Context: an optimization exercise on an open-source flow, tuned for small area, a short achievable clock period and few clock cycles. The choices shown serve that exercise and are no tape-out recipe.
The RTL was checked by simulation tests, not by an equivalence proof against the original design.

## job 101
## pif_fft
module pif_fft (
    input  wire        clk,
    input  wire        rst,
    input  wire        start,
    input  wire [3:0]  log2n,       
    output wire        ready,
    output reg         done,
    output reg         fault,       
    output reg         cb_rd_en,
    output reg  [11:0] cb_rd_addr,
    input  wire [63:0] cb_rd_data,
    output reg         cb_wr_en,
    output reg  [11:0] cb_wr_addr,
    output reg  [63:0] cb_wr_data,
    output reg         tw_rd_en,
    output reg  [10:0] tw_rd_addr,
    input  wire [63:0] tw_rd_data
);
==> flow/config.mk <==
export PLATFORM = sky130hd
export DESIGN_NAME = pif_fft
export DESIGN_NICKNAME = pif_fft
export VERILOG_FILES = /design/flow/design.v
export SDC_FILE = /design/flow/constraint.sdc
export NUM_CORES = 4
export LEC_CHECK = 0
export CAP_MARGIN = 20
export CORE_MARGIN = 2
export CORE_UTILIZATION = 60
export CTS_CLUSTER_DIAMETER = 120
export CTS_CLUSTER_SIZE = 20
export SLEW_MARGIN = 20
==> flow/constraint.sdc <==
create_clock -name core_clock -period 22.0 [get_ports {clk}]
set_input_delay 4.4000 -clock core_clock [delete_from_list [all_inputs] [get_ports {clk}]]
set_output_delay 4.4000 -clock core_clock [all_outputs]
set_load 0.01 [all_outputs]
standard.sh (not shown) runs the stock make flow with config.mk's settings and CLKGATE_MAP_FILE= SYNTH_SCRIPT=/design/flow/synth_recipe.tcl, a recipe that flattens the netlist after the stock synthesis.
==> flow/flow/run.sh <==
#!/bin/bash
# The standard layout (standard.sh, unchanged synthesis and steps), with
# the input and output port buffers that the standard flow inserts made of
# sky130_fd_sc_hd__buf_2 instead of ORFS's default choice. The full output
# of the ORFS run goes to standard.log here; ORFS's per-step logs are under
# orfs/logs/.
set -euo pipefail
export BUFFER_PORTS_ARGS="-buffer_cell sky130_fd_sc_hd__buf_2"
bash standard.sh finish > standard.log 2>&1
Job 101: full flow OK, the timing, design-rule and antenna checks passed
Testbench counts of job 101, summed over its fixed seeds: cycles 121,046.
Input changes introduced in job 102 (baseline for comparison: job 101):
==> flow/run.sh (new file) <==
#!/bin/bash
# synth_recipe.tcl (not shown) runs the flow's synth.tcl, then flattens the netlist and writes it again
# the make line also repeats each setting of config.mk as NAME=value (left out here)
make -C /OpenROAD-flow-scripts/flow DESIGN_CONFIG=/design/flow/config.mk WORK_HOME=/design/flow/orfs CLKGATE_MAP_FILE= SYNTH_SCRIPT=/design/flow/synth_recipe.tcl finish
diff --git a/flow/config.mk b/flow/config.mk
--- a/flow/config.mk
+++ b/flow/config.mk
@@ -10,4 +10,2 @@
 export CORE_UTILIZATION = 60
-export CTS_CLUSTER_DIAMETER = 120
-export CTS_CLUSTER_SIZE = 20
 export SLEW_MARGIN = 20
removed: flow/flow/run.sh
removed: flow/standard.sh
## What came out
Job 101 has a higher first-iteration DRC count than job 102. Diff job 101 -> job 102 | fraction of area in multi-input gates | decrease of 2.2 points. Relative to job 101, design area has gone up in job 102. Sort job 101 and job 102 by layout-stage area growth over the synthesis result, ascending, and job 101 comes first. Delta(clock period minus final worst setup slack, job 102 - job 101) > 0. Summary: with job 101 as the reference, number of CTS-inserted buffers in job 102 moved up by more than half. The run with more routed wire is job 102, not job 101. Measured against each other, job 101 and job 102 differ in clock tree buffer count of the final layout, the higher figure coming from job 102.


== 07-23 ==
Another version of the RTL of pif_fft (not shown whole).
Size: about 1200 flip-flops, ~240 I/O pins.
Settings: LEC_CHECK=0, CAP_MARGIN=20, CORE_MARGIN=2, CORE_UTILIZATION=70, SLEW_MARGIN=20; clock period 22.0 ns.
run.sh (not shown) runs the stock make flow with config.mk's settings and CLKGATE_MAP_FILE= SYNTH_SCRIPT=/design/flow/synth_recipe.tcl, a recipe that flattens the netlist after the stock synthesis.
Stock flow here: none of the scripts above is used.
Testbench counts of 07-23, summed over its fixed seeds: cycles 120,998.
[inputs] 01-05 vs 07-23
--- a/flow/config.mk
+++ b/flow/config.mk
@@ -8,4 +8,4 @@
 export CAP_MARGIN = 20
 export CORE_MARGIN = 2
-export CORE_UTILIZATION = 70
+export CORE_UTILIZATION = 60
 export SLEW_MARGIN = 20
--- outcome ---
01-05 completed end to end with timing, DRC and antenna clean.
01-05 — global-route track usage on met1 1.9 points lower, 07-23 as reference
Delta (01-05 minus 07-23): cell area after synthesis roughly the same; global-route congestion overflow total roughly the same.
Compare 01-05 and 07-23 | length of routed wiring on met1 higher: 01-05
01-05 vs. 07-23: clock-buffer cell count climbed 7.6%.
Compared with 07-23, in 01-05 final area went up 0.55%, final standard cell count with taps included and fillers excluded went up 415, number of antenna violations at the first check in global routing went down 3, required time reported for the critical path endpoint held.

[static timing again, ports no longer ideal]
No port has a modelled driver above. Below, the same layouts with a new extraction and two added sets of constraints.
Step 1 assumes that a clkbuf_16 drives the clock port and a buf_2 every other input.
Step 2 times the ports against the registers' clock, not the clock port: input delays grow and output delays shrink by t, the midpoint of the rising clock arrivals with the driver on.
Three values: ideal ports, drivers, drivers and shift; two values: the first two.
| run | t, ns | setup WS [ns] | worst setup path at the end | clock arrival spread, ns | pins driven straight from the clock port |
|---|---|---|---|---|---|
| job 101 | 0.832 | 15.838 / 15.838 / 15.250 | input to register | 0.071 / 0.071 | 1 |
| job 102 | 0.897 | 15.801 / 15.700 / 15.299 | input to register | 0.064 / 0.063 | 1 |
| 07-23 | 0.876 | 15.325 / 15.374 / 14.498 | input to register | 0.069 / 0.068 | 1 |
| 01-05 | 0.880 | 15.516 / 15.584 / 14.704 | input to register | 0.064 / 0.064 | 1 |
After both steps every run listed still meets setup and hold. The setup slack of 07-23, which loses most, moves by +0.049 ns with the drivers and by -0.827 ns with both steps.
